Context: an optimization exercise on an open-source flow, tuned for small area, a short achievable clock period and few clock cycles. The choices shown serve that exercise and are no tape-out recipe. Only simulation tests tie the RTL to the original design; equivalence was not proved. Power figures rest on the tool's default switching activity, not on a simulated workload.

==> indigo <==
// bse_keybuild
module bse_keybuild (
    input  wire       clk,
    input  wire       rst,
    input  wire       in_valid,
    output wire       in_ready,
    input  wire [7:0] in_data,
    input  wire       in_last,
    input  wire [7:0] tf_num,
    input  wire [7:0] tf_den,
    output wire       out_valid,
    input  wire       out_ready,
    output wire [7:0] out_data,
    output wire       out_last
);
==> flow/config.mk <==
export PLATFORM = sky130hd
export DESIGN_NAME = bse_keybuild
export DESIGN_NICKNAME = bse_keybuild
export VERILOG_FILES = /design/flow/design.v
export SDC_FILE = /design/flow/constraint.sdc
export NUM_CORES = 8
export LEC_CHECK = 0
export ABC_CLOCK_PERIOD_IN_PS = 3500
export CAP_MARGIN = 20
export CORE_MARGIN = 2
export CORE_UTILIZATION = 50
export PLACE_DENSITY = 0.6
export SETUP_SLACK_MARGIN = 5
export SLEW_MARGIN = 20
==> flow/constraint.sdc <==
create_clock -name core_clock -period 11.0 [get_ports {clk}]
set_input_delay 2.2000 -clock core_clock [delete_from_list [all_inputs] [get_ports {clk}]]
set_output_delay 2.2000 -clock core_clock [all_outputs]
set_load 0.01 [all_outputs]
run.sh (not shown) runs the stock make flow with config.mk's settings and CLKGATE_MAP_FILE= SYNTH_SCRIPT=/design/flow/synth_recipe.tcl, a recipe that flattens the netlist after the stock synthesis.
==> inputs of harbor, as changes to indigo <==
--- a/flow/design.v
+++ b/flow/design.v
@@ -72,37 +72,37 @@
     wire [255:0] wrapv;          
     reg  [7:0]  sel;             
     wire [7:0]  sel_d;           
     reg         srch_busy;
     reg  [7:0]  lvl;             
     wire        any_hit = |t0;
     reg         any_r, step_r;
-    reg  [7:0]  sel_r;
     reg         q_init;          
     reg         q_all;
     reg         init_lvl;        
     reg         clr_r;           
     reg         f_clr;           
     reg         c_kill;          
     reg         q_kill;          
     wire        q_srch = srch_busy && any_hit;
-    wire        tclr   = rst || clr_r;
+    reg         rst_r;           
+    wire        tclr   = rst_r || clr_r;
     wire [15:0] pk_hi;           
     wire [255:0] pk_lb;          
     wire [15:0] pk_hie = pk_hi & {16{pk_en}};
     generate
         for (g = 0; g < 256; g = g + 1) begin : g_tab
             reg [7:0]  f;
             reg        c;
             reg        q;
             reg        fb;       
             wire       d = pre_hi[g >> 4] & pre_lo[g & 15];
             wire       e = (pk_hie[g >> 4] & pk_lb[g]) | (tag_hi[g >> 4] & tag_lo[g & 15]);
             always @(posedge clk) begin
-                if (rst || (f_clr && e))
+                if (rst_r || (f_clr && e))
                     f <= 8'd0;
                 else
                     f <= f + {7'd0, d};
             end
             always @(posedge clk) begin
                 fb <= |(f & sel_d);
             end
@@ -116,16 +116,25 @@
             assign cmask[g] = c;
             assign qmask[g] = q;
             assign t0[g]    = q & fb;
             assign dec[g]   = d;
             assign wrapv[g] = d & (&f);
         end
     endgenerate
-    wire newval = |(dec & ~cmask);
-    wire wrap   = |wrapv;
+    wire [15:0] newg, wrapg;
+    generate
+        for (g = 0; g < 16; g = g + 1) begin : g_nw
+            assign newg[g]  = |(dec[16*g +: 16] & ~cmask[16*g +: 16]);
+            assign wrapg[g] = |wrapv[16*g +: 16];
+        end
+    endgenerate
+    reg  [15:0] newg_r, wrapg_r;
+    reg         hit1;            
+    reg  [7:0]  wtag1;
+    reg         m1;              
     wire [15:0]  gor;            
     wire [15:0]  gmul;           
     wire [3:0]   gidx [0:15];    
     generate
         for (g = 0; g < 16; g = g + 1) begin : g_grp
             wire [15:0] x = qmask[16*g +: 16];
             wire [15:0] below;   
@@ -157,15 +166,15 @@
                 assign gbelow[g] = 1'b0;
             end else begin : g_gbn
                 assign gbelow[g] = |gor[g-1:0];
             end
         end
     endgenerate
     assign pk_hi = gor & ~gbelow;
-    wire       single = ((gor & gbelow) == 16'd0) && ((gmul & pk_hi) == 16'd0);
+    wire       single = !(|(gor & gbelow)) && !(|gmul);
     reg  [7:0] pidx;
     integer b;
     always @(*) begin
         pidx = 8'd0;
         for (b = 0; b < 16; b = b + 1)
             if (pk_hi[b]) pidx = pidx | {b[3:0], gidx[b]};
     end
@@ -175,24 +184,27 @@
         begin
             msb8 = 8'd1;
             for (j = 0; j < 8; j = j + 1)
                 if (x[j]) msb8 = 8'd1 << j;
         end
     endfunction
     wire [7:0] sel_total = (total[11:8] != 4'd0) ? 8'h80 : msb8(total[7:0]);
-    assign sel_d = q_init ? (init_lvl ? msb8(lvl) : sel_total) :
-                   srch_busy ? (sel >> 1) : sel;
+    reg        one_r;            
+    reg  [7:0] stop_sel;
+    wire       stop2 = srch_busy && one_r && (ph == PH_P2);
+    assign sel_d = q_init ? (init_lvl ? ((lvl != 8'd0) ? msb8(lvl) : stop_sel) : sel_total) :
+                   stop2 ? 8'd0 : srch_busy ? (sel >> 1) : sel;
     function [15:0] onehot16;
         input [3:0] x;
         begin
             onehot16 = 16'd1 << x;
         end
     endfunction
-    reg  [19:0] nt;              
     reg  [3:0]  nt_k;
+    reg  [7:0]  nsh;             
     reg         nt_ok;
     reg  [19:0] ld;              
     reg  [3:0]  sd_k;
     reg  [11:0] sd_c;
     reg  [20:0] rem;
     reg         ge_r;            
     wire [20:0] rem_n = rem - {1'b0, ld};
@@ -249,125 +261,138 @@
     reg  [8:0]  fq [0:FQ-1];     
     reg  [2:0]  fq_n;
     reg  [1:0]  fq_rp, fq_wp;
     wire        fq_pop;
     wire [8:0]  fq_head = fq[fq_rp];
     reg         ep_v;
     reg         ep_slot;
-    reg  [7:0]  ep_tag;
     reg         ep_last;
     reg  [7:0]  pidx_r;
-    wire [7:0]  ep_val = ep_slot ? ep_tag : pidx_r;
+    wire [7:0]  ep_val = ep_slot ? stag : pidx_r;
     wire        fq_push = ep_v;
     wire [8:0]  fq_in   = {ep_last, ep_val};
     reg  [2:0]  sh;              
     reg         key_pend;        
     reg         key_busy;        
-    wire        room = ({1'b0, fq_n} + {3'd0, ep_v} < FQ);
+    reg         room;
     wire p1_pick  = is_p1 && (sub == SU_PICK) && nt_ok && !ge;
     wire p1_sapp  = is_p1 && (sub == SU_SAPP) && nt_ok && !ge;
     wire p2_pick  = (ph == PH_P2) && (sub == SU_PICK) && room;
     wire p2_sapp  = (ph == PH_P2) && (sub == SU_SAPP) && room;
     wire p2_done  = (ph == PH_P2) && (sub == SU_KICK) && all_picked && !ep_v && sh[2] &&
                     !key_pend;
     always @(*) begin
         f_clr  = p2_pick || p2_sapp;
         c_kill = p1_pick || p1_sapp;
         q_kill = p1_pick || p2_pick;
     end
     always @(posedge clk) begin
         byte_r <= in_data;
-        wtag_r <= byte_r;
         if (fire && in_last) begin
             num_r <= tf_num;
             den_r <= tf_den;
         end
         q_init   <= 1'b0;
         q_all    <= 1'b0;
+        rst_r    <= rst;
         init_lvl <= 1'b0;
         clr_r    <= 1'b0;
         if (rst) begin
             ph         <= PH_IN;
             sub        <= SU_SRCH;
             is_p1      <= 1'b0;
             pk_en      <= 1'b0;
-            in_ready_r <= 1'b1;
+            in_ready_r <= 1'b0;      
             vld_r      <= 1'b0;
             pre_hi     <= 16'd0;
             pre_lo     <= 16'd0;
             tag_hi     <= 16'd0;
             tag_lo     <= 16'd0;
             total      <= 12'd0;
             m_cnt      <= 9'd0;
             newval_r   <= 1'b0;
+            newg_r     <= 16'd0;
+            wrapg_r    <= 16'd0;
             wrap_r     <= 1'b0;
             sv         <= 15'd0;
             sdn        <= 15'd0;
             nsl        <= 4'd0;
             srch_busy  <= 1'b0;
             sel        <= 8'd0;
             lvl        <= 8'd0;
             nt_ok      <= 1'b0;
             nt_k       <= 4'd0;
             sd_k       <= 4'd0;
             pcnt       <= 9'd0;
             ep_v       <= 1'b0;
+            room       <= 1'b1;
             all_picked <= 1'b0;
         end else begin
             vld_r <= fire;
+            if (rst_r)
+                in_ready_r <= 1'b1;
             if (fire && in_last)
                 in_ready_r <= 1'b0;
             pre_hi <= fire ? onehot16(in_data[7:4]) : 16'd0;
             pre_lo <= fire ? onehot16(in_data[3:0]) : 16'd0;
             if (is_p1 && sub == SU_SMUL && sd_k == 4'd0) begin
                 tag_hi <= onehot16(stag[7:4]);
                 tag_lo <= onehot16(stag[3:0]);
             end else if (ph == PH_P2 && sub == SU_SCMP) begin
                 tag_hi <= onehot16(sbest_tag[7:4]);
                 tag_lo <= onehot16(sbest_tag[3:0]);
             end else if (!(sub == SU_SAPP && (is_p1 || ph == PH_P2)) || p1_sapp || p2_sapp) begin
                 tag_hi <= 16'd0;
                 tag_lo <= 16'd0;
             end
-            newval_r <= vld_r && newval;
+            newg_r   <= newg;
+            newval_r <= |newg_r;
             if (newval_r)
                 m_cnt <= m_cnt + 9'd1;
             if (vld_r)
                 total <= total + 12'd1;
-            wrap_r <= wrap && !hit;
+            wrapg_r <= wrapg;
+            hit1    <= hit;
+            wtag1   <= byte_r;
+            wrap_r  <= (|wrapg_r) && !hit1;
+            wtag_r  <= wtag1;
+            m1      <= vld_r && (byte_r == wtag1);
             for (s = 0; s < 15; s = s + 1) begin
                 if (vld_r && shit[s])
                     sc[s] <= sc[s] + 12'd1;
             end
             if (wrap_r) begin
                 sv[sfree] <= 1'b1;
                 st[sfree] <= wtag_r;
-                sc[sfree] <= (vld_r && byte_r == wtag_r) ? 12'd257 : 12'd256;
+                sc[sfree] <= 12'd256 + {11'd0, m1} + {11'd0, vld_r && byte_r == wtag_r};
                 nsl       <= nsl + 4'd1;
             end
             sel    <= sel_d;
+            one_r  <= single && srch_busy && !q_init && !stop2;
+            if (q_init)
+                stop_sel <= 8'd0;
+            else if (stop2)
+                stop_sel <= sel;
             any_r  <= any_hit;
             step_r <= srch_busy && !q_init;
-            sel_r  <= sel;
             if (q_init) begin
                 srch_busy <= 1'b1;
                 lvl       <= 8'd0;
                 ld        <= 20'd0;
             end else begin
-                if (srch_busy && sel[0])
+                if (srch_busy && (sel[0] || stop2))
                     srch_busy <= 1'b0;
-                if (step_r) begin
-                    if (any_r)
-                        lvl <= lvl | sel_r;
+                if (srch_busy && any_hit)
+                    lvl <= lvl | sel;
+                if (step_r)
                     ld <= {ld[18:0], 1'b0} + (any_r ? {12'd0, den_r} : 20'd0);
-                end
             end
             if (nt_k != 4'd0) begin
-                nt   <= {nt[18:0], 1'b0} + (num_r[nt_k - 4'd1] ? {8'd0, total} : 20'd0);
-                rem  <= {1'b0, nt[18:0], 1'b0} + (num_r[nt_k - 4'd1] ? {9'd0, total} : 21'd0);
+                rem  <= {rem[19:0], 1'b0} + (nsh[7] ? {9'd0, total} : 21'd0);
+                nsh  <= {nsh[6:0], 1'b0};
                 nt_k <= nt_k - 4'd1;
                 if (nt_k == 4'd1)
                     nt_ok <= 1'b1;
             end
             if (sd_k != 4'd0) begin
                 ld   <= {ld[18:0], 1'b0} + (sd_c[11] ? {12'd0, den_r} : 20'd0);
                 sd_c <= {sd_c[10:0], 1'b0};
@@ -383,38 +408,39 @@
                     bs_v   <= 1'b1;
                     bs_cnt <= sr_c;
                     bs_tag <= sr_t;
                     bs_idx <= sr_i;
                 end
             end
             ep_v <= 1'b0;
+            room <= ({1'b0, fq_n} + {3'd0, ep_v} + {3'd0, p2_pick || p2_sapp} - {3'd0, fq_pop}) < FQ;
             if (p2_pick)
                 pidx_r <= pidx;
             if (p2_pick || p2_sapp) begin
                 ep_v       <= 1'b1;
                 ep_slot    <= p2_sapp;
-                ep_tag     <= stag;
                 ep_last    <= is_last;
                 pcnt       <= pcnt + 9'd1;
                 is_last    <= (pcnt + 9'd2 == m_cnt);
                 all_picked <= (pcnt + 9'd1 == m_cnt);
             end
             case (ph)
                 PH_IN: begin
                     if (vld_r && !in_ready_r)
                         ph <= PH_P1I;    
                 end
                 PH_P1I: begin
-                    if (!wrap_r) begin
+                    if (!wrap_r && wrapg_r == 16'd0) begin
                         ph     <= PH_P1;
                         is_p1  <= 1'b1;
                         ge_r   <= 1'b0;
                         rank   <= 9'd0;
-                        nt     <= 20'd0;
+                        rem    <= 21'd0;
                         nt_k   <= 4'd8;
+                        nsh    <= num_r;
                         nt_ok  <= 1'b0;
                         nleft  <= nsl;
                         sdn    <= 15'd0;
                         ss_i   <= 4'd0;
                         bs_v   <= 1'b0;
                         if (nsl != 4'd0) begin
                             sub <= SU_SCAN;
==> flow/flow/run.sh (new file) <==
#!/bin/bash
set -euo pipefail
MARGIN=${MARGIN:-7}
bash standard.sh synth > synth.log 2>&1
# the make call of standard.sh, with the margin changed
MAKECMD=$(grep '^make ' standard.sh | sed -e "s/SETUP_SLACK_MARGIN=[0-9.]*/SETUP_SLACK_MARGIN=${MARGIN}/" -e 's/"\${@:-finish}"/finish/')
eval "$MAKECMD" > layout.log 2>&1
# write the final DEF as standard.sh does
sed -n '/^if \[\[ -f/,/^fi/p' standard.sh > write_def.sh
bash write_def.sh > write_def.log 2>&1
test -f out/final.def
==> flow/standard.sh (new file) <==
#!/bin/bash
# synth_recipe.tcl (not shown) runs the flow's synth.tcl, then flattens the netlist and writes it again
# the make line also repeats each setting of config.mk as NAME=value (left out here)
make -C /OpenROAD-flow-scripts/flow DESIGN_CONFIG=/design/flow/config.mk WORK_HOME=/design/flow/orfs CLKGATE_MAP_FILE= SYNTH_SCRIPT=/design/flow/synth_recipe.tcl "${@:-finish}"
removed: flow/run.sh
==> inputs of yarrow, as changes to indigo <==
==> flow/flow/run.sh (new file) <==
#!/bin/bash
set -euo pipefail
MARGIN=${MARGIN:-7}
bash standard.sh synth > synth.log 2>&1
# the make call of standard.sh, with the margin changed
MAKECMD=$(grep '^make ' standard.sh | sed -e "s/SETUP_SLACK_MARGIN=[0-9.]*/SETUP_SLACK_MARGIN=${MARGIN}/" -e 's/"\${@:-finish}"/finish/')
eval "$MAKECMD" > layout.log 2>&1
# write the final DEF as standard.sh does
sed -n '/^if \[\[ -f/,/^fi/p' standard.sh > write_def.sh
bash write_def.sh > write_def.log 2>&1
test -f out/final.def
==> flow/standard.sh (new file) <==
#!/bin/bash
# synth_recipe.tcl (not shown) runs the flow's synth.tcl, then flattens the netlist and writes it again
# the make line also repeats each setting of config.mk as NAME=value (left out here)
make -C /OpenROAD-flow-scripts/flow DESIGN_CONFIG=/design/flow/config.mk WORK_HOME=/design/flow/orfs CLKGATE_MAP_FILE= SYNTH_SCRIPT=/design/flow/synth_recipe.tcl "${@:-finish}"
removed: flow/run.sh
==> results.txt <==
In total power, indigo and yarrow hardly differ.
Of harbor and yarrow, harbor has the higher sequential share of layout area (gap 0.95 points).
indigo finished clean. yarrow completed without violations. harbor finished with timing, DRC and antenna clean.
The highest design area belongs to yarrow, the lowest to indigo.
Fmax: harbor > yarrow > indigo.
First-iteration DRC count: indigo > yarrow > harbor.
Wire length, lowest first: harbor, indigo, yarrow.
Synthesized cell count: harbor is smaller than yarrow (about 1.3%).
In harbor the non-clock buffer count is lower than in indigo, by 2.
In synthesized area, yarrow and indigo do not differ.
Global-route usage, lowest first: harbor, indigo, yarrow.
Testbench counts of indigo, summed over its fixed seeds: cycles 81,769.
Testbench counts of harbor, summed over its fixed seeds: cycles 80,885.
Testbench counts of yarrow, summed over its fixed seeds: cycles 81,769.

---

==> wip/quartz <==
Another version of the RTL of bse_keybuild (not shown whole).
==> flow/config.mk <==
export PLATFORM = sky130hd
export DESIGN_NAME = bse_keybuild
export DESIGN_NICKNAME = bse_keybuild
export VERILOG_FILES = /design/flow/design.v
export SDC_FILE = /design/flow/constraint.sdc
export NUM_CORES = 8
export LEC_CHECK = 0
export ABC_CLOCK_PERIOD_IN_PS = 3500
export CAP_MARGIN = 20
export CORE_MARGIN = 2
export CORE_UTILIZATION = 50
export PLACE_DENSITY = 0.6
export SETUP_SLACK_MARGIN = 5
export SLEW_MARGIN = 20
==> flow/constraint.sdc <==
create_clock -name core_clock -period 11.0 [get_ports {clk}]
set_input_delay 2.2000 -clock core_clock [delete_from_list [all_inputs] [get_ports {clk}]]
set_output_delay 2.2000 -clock core_clock [all_outputs]
set_load 0.01 [all_outputs]
standard.sh (not shown) runs the stock make flow with config.mk's settings and CLKGATE_MAP_FILE= SYNTH_SCRIPT=/design/flow/synth_recipe.tcl, a recipe that flattens the netlist after the stock synthesis.
==> flow/flow/run.sh <==
#!/bin/bash
set -euo pipefail
MARGIN=${MARGIN:-7}
bash standard.sh synth > synth.log 2>&1
# the make call of standard.sh, with the margin changed
MAKECMD=$(grep '^make ' standard.sh | sed -e "s/SETUP_SLACK_MARGIN=[0-9.]*/SETUP_SLACK_MARGIN=${MARGIN}/" -e 's/"\${@:-finish}"/finish/')
eval "$MAKECMD" > layout.log 2>&1
# write the final DEF as standard.sh does
sed -n '/^if \[\[ -f/,/^fi/p' standard.sh > write_def.sh
bash write_def.sh > write_def.log 2>&1
test -f out/final.def
==> inputs of wip/xenon, as changes to wip/quartz <==
--- a/flow/design.v
+++ b/flow/design.v
@@ -53,22 +53,28 @@
     wire [14:0] cam;
     genvar g;
     generate
         for (g = 0; g < 15; g = g + 1) begin : g_sh
             assign cam[g] = sv[g] && (st[g] == cam_key);
         end
     endgenerate
     wire [14:0] sleft = sv & ~sdn;   
-    reg  [3:0]  hmax;            
-    always @(*) begin
-        hmax = 4'd0;
-        for (s = 0; s < 15; s = s + 1)
-            if (sleft[s] && shc[s] > hmax) hmax = shc[s];
-    end
+    wire [14:0] hm3, hm2, hm1, hm0;
+    wire [3:0]  hmax;
+    generate
+        for (g = 0; g < 15; g = g + 1) begin : g_hm
+            assign hm3[g] = sleft[g] & shc[g][3];
+            assign hm2[g] = sleft[g] & (shc[g][3] | !hmax[3]) & shc[g][2];
+            assign hm1[g] = sleft[g] & (shc[g][3] | !hmax[3]) & (shc[g][2] | !hmax[2]) & shc[g][1];
+            assign hm0[g] = sleft[g] & (shc[g][3] | !hmax[3]) & (shc[g][2] | !hmax[2]) &
+                            (shc[g][1] | !hmax[1]) & shc[g][0];
+        end
+    endgenerate
+    assign hmax = {|hm3, |hm2, |hm1, |hm0};
     reg         wrap_r;          
     reg  [7:0]  wtag_r;
     reg  [3:0]  sfree;
     always @(*) begin
         sfree = 4'd0;
         for (s = 14; s >= 0; s = s - 1)
             if (!sv[s]) sfree = s;
     end
@@ -219,16 +225,17 @@
     reg  [11:0] hd;              
     reg  [2:0]  hd_k;
     reg  [3:0]  hsh;             
     reg         spick_r;         
     reg  [20:0] rem;
     reg         ge_r;            
     wire [20:0] rem_n = rem - {1'b0, ld};
     reg  [8:0]  rank;
+    reg         pick1_r;         
     reg  [8:0]  k2;
     wire        ge = nt_ok && ge_r;
     reg  [8:0]  k_r;
     reg  [3:0]  bs_r;
     reg  [4:0]  bl_r;
     reg  [8:0]  r_r;
     reg  [8:0]  pcnt;            
     reg         is_last;         
@@ -318,16 +325,17 @@
             srch_busy  <= 1'b0;
             sel        <= 8'd0;
             lvl        <= 8'd0;
             nt_ok      <= 1'b0;
             nt_k       <= 4'd0;
             hd_k       <= 3'd0;
             smode      <= 1'b0;
             spick_r    <= 1'b0;
+            pick1_r    <= 1'b0;
             pcnt       <= 9'd0;
             ep_v       <= 1'b0;
             room       <= 1'b1;
             all_picked <= 1'b0;
         end else begin
             vld_r <= fire;
             if (rst_r)
                 in_ready_r <= 1'b1;
@@ -395,16 +403,22 @@
             end
             if (nt_k != 4'd0) begin
                 rem  <= {rem[19:0], 1'b0} + (nsh[7] ? {9'd0, total} : 21'd0);
                 nsh  <= {nsh[6:0], 1'b0};
                 nt_k <= nt_k - 4'd1;
                 if (nt_k == 4'd1)
                     nt_ok <= 1'b1;
             end
+            pick1_r <= p1_pick;
+            if (pick1_r) begin
+                rem  <= rem_n;
+                ge_r <= rem_n[20] || (rem_n == 21'd0);
+                rank <= rank + 9'd1;
+            end
             ep_v <= 1'b0;
             room <= ({1'b0, fq_n} + {3'd0, ep_v} + {3'd0, p2_pick} - {3'd0, fq_pop}) < FQ;
             if (p1_pick || p2_pick)
                 pidx_r <= pidx;
             if (p2_pick) begin
                 ep_v       <= 1'b1;
                 ep_last    <= is_last;
                 pcnt       <= pcnt + 9'd1;
@@ -440,29 +454,26 @@
                     if (ge) begin
                         k2    <= rank;
                         ph    <= PH_C1;
                         pf_done <= 1'b0;
                         is_p1 <= 1'b0;
                         pk_en <= 1'b0;
                     end
                     case (sub)
-                        SU_SRCH: if (!srch_busy && !q_init && !s_start) begin
+                        SU_SRCH: if (!q_init && !s_start && (!srch_busy || (!smode && sel[0]))) begin
                             sub   <= smode ? SU_SADD : SU_PICK;
                             pk_en <= !ge && !smode;
                         end
                         SU_SADD: begin
                             ld    <= ld + {hd, 8'd0};
                             sub   <= SU_PICK;
                             pk_en <= !ge;
                         end
                         SU_PICK: if (p1_pick) begin
-                            rem  <= rem_n;
-                            ge_r <= rem_n[20] || (rem_n == 21'd0);
-                            rank <= rank + 9'd1;
                             if (single) begin
                                 pk_en <= 1'b0;
                                 if (smode)
                                     sub <= SU_SWAI;
                                 else begin
                                     sub      <= SU_SRCH;
                                     q_init   <= 1'b1;
                                     init_lvl <= 1'b1;
@@ -522,17 +533,17 @@
                     all_picked <= 1'b0;
                     sdn   <= 15'd0;
                     ph    <= PH_P2;
                     sub   <= (nsl != 4'd0) ? SU_SMAX : SU_SRCH;
                     smode <= (nsl != 4'd0);
                 end
                 PH_P2: begin
                     case (sub)
-                        SU_SRCH: if (!srch_busy && !q_init && !s_start) begin
+                        SU_SRCH: if (!q_init && !s_start && (!srch_busy || sel[0] || stop2)) begin
                             sub   <= SU_PICK;
                             pk_en <= 1'b1;
                         end
                         SU_PICK: if (p2_pick && single) begin
                             pk_en <= 1'b0;
                             if (pcnt + 9'd1 == m_cnt)
                                 sub <= SU_KICK;
                             else if (smode)
- CORE_UTILIZATION: 50 -> 62
- PLACE_DENSITY: 0.6 -> 0.72
==> results.txt <==
- wip/quartz finished but fails on negative setup slack. wip/xenon finished with max-capacitance violations, max-slew violations left.
- Between wip/xenon and wip/quartz, the lower combinational power is in wip/xenon (gap about 30%, measured against wip/quartz).
- Sequential power is about the same in wip/quartz and wip/xenon.
- Wire length: wip/quartz is larger than wip/xenon (about 3.6%).
- In wip/quartz the utilization is lower than in wip/xenon, by 14 points.
- Cell count: wip/quartz is larger than wip/xenon (6.6%).
- Of wip/quartz and wip/xenon, wip/quartz has the higher synthesized area (gap about 1.4%, measured against wip/xenon).
- Against wip/quartz, the first-iteration DRC count of wip/xenon is larger by 22%.
- Critical path depth: wip/xenon is lower than wip/quartz (90).
- Of wip/xenon and wip/quartz, wip/quartz has the higher design area (gap about 1.3%, measured against wip/quartz).
- Of wip/quartz and wip/xenon, wip/xenon has the higher flip-flop and latch count (gap 1).
==> figures <==
item	wip/xenon	wip/quartz
Syn_nets	20780	21356
Fill count	20931	32075
Result of the run	complete, but fails checks	complete, but fails checks
Reasons for failing layout checks	max-capacitance violations, max-slew violations	negative setup slack
Part of the total power dissipated in sequential elements	43.2%	39.9%
Slowest Stage Delay on Critical Path	0.62 ns	0.44 ns
Pre-CTS setup slack	5.32 ns	-8.86 ns
Area of the core region	277000 sq um	349000 sq um
Wire length on met3	100000 microns	80400 microns
Buf+Inv Stages, Crit Path	1	15
Count of cell types in the netlist	96	107
Detailed placer's ending HPWL	471000 microns	501000 microns
Global-route track usage on met2	65.7%	56.6%
FFs & Latches	3512	3511
Routed length on met2	282000 microns	297000 microns
Post-cts gate resize count	567	198
Count of pins over their slew limit	31	0
Worst R2R Path Depth	12	102
Avg Cell Area, Syn	8.61 sq um	8.50 sq um
Via count of the first global-routing pass	148893	147566
CTS clk-pin slew, worst paths	0.07 ns	0.06 ns
Basic-gate share of the synthesized area counting and, or, nand and nor cells	19.9%	19.8%
Testbench counts of wip/quartz, summed over its fixed seeds: cycles 80,739.
Testbench counts of wip/xenon, summed over its fixed seeds: cycles 79,237.

==> port drivers added, routing unchanged <==
In the flow no input, the clock included, has a driving cell. The finished layouts below were timed again as built, in two steps. Step 1 assumes that a clkbuf_16 drives the clock port and a buf_2 every other input. Step 2 times the ports against the registers' clock, not the clock port: input delays grow and output delays shrink by t, the midpoint of the rising clock arrivals with the driver on. Three values: ideal ports, drivers, drivers and shift; two values: the first two.
run	t, ns	setup slack, ns	clock arrival spread, ns	worst data-port slew with drivers (ns)
indigo	1.119	4.934 / 4.934 / 4.934	0.083 / 0.083	0.08
harbor	1.089	6.788 / 6.788 / 6.239	0.053 / 0.053	0.11
yarrow	1.135	6.665 / 6.665 / 5.826	0.073 / 0.073	0.10
wip/quartz	1.083	-8.163 / -8.163 / -8.163	0.081 / 0.081	0.16
wip/xenon	1.106	6.307 / 6.307 / 6.141	0.074 / 0.074	0.20
The setup slack of yarrow, which loses most, moves by 0.000 ns with the drivers and by -0.839 ns with both steps.
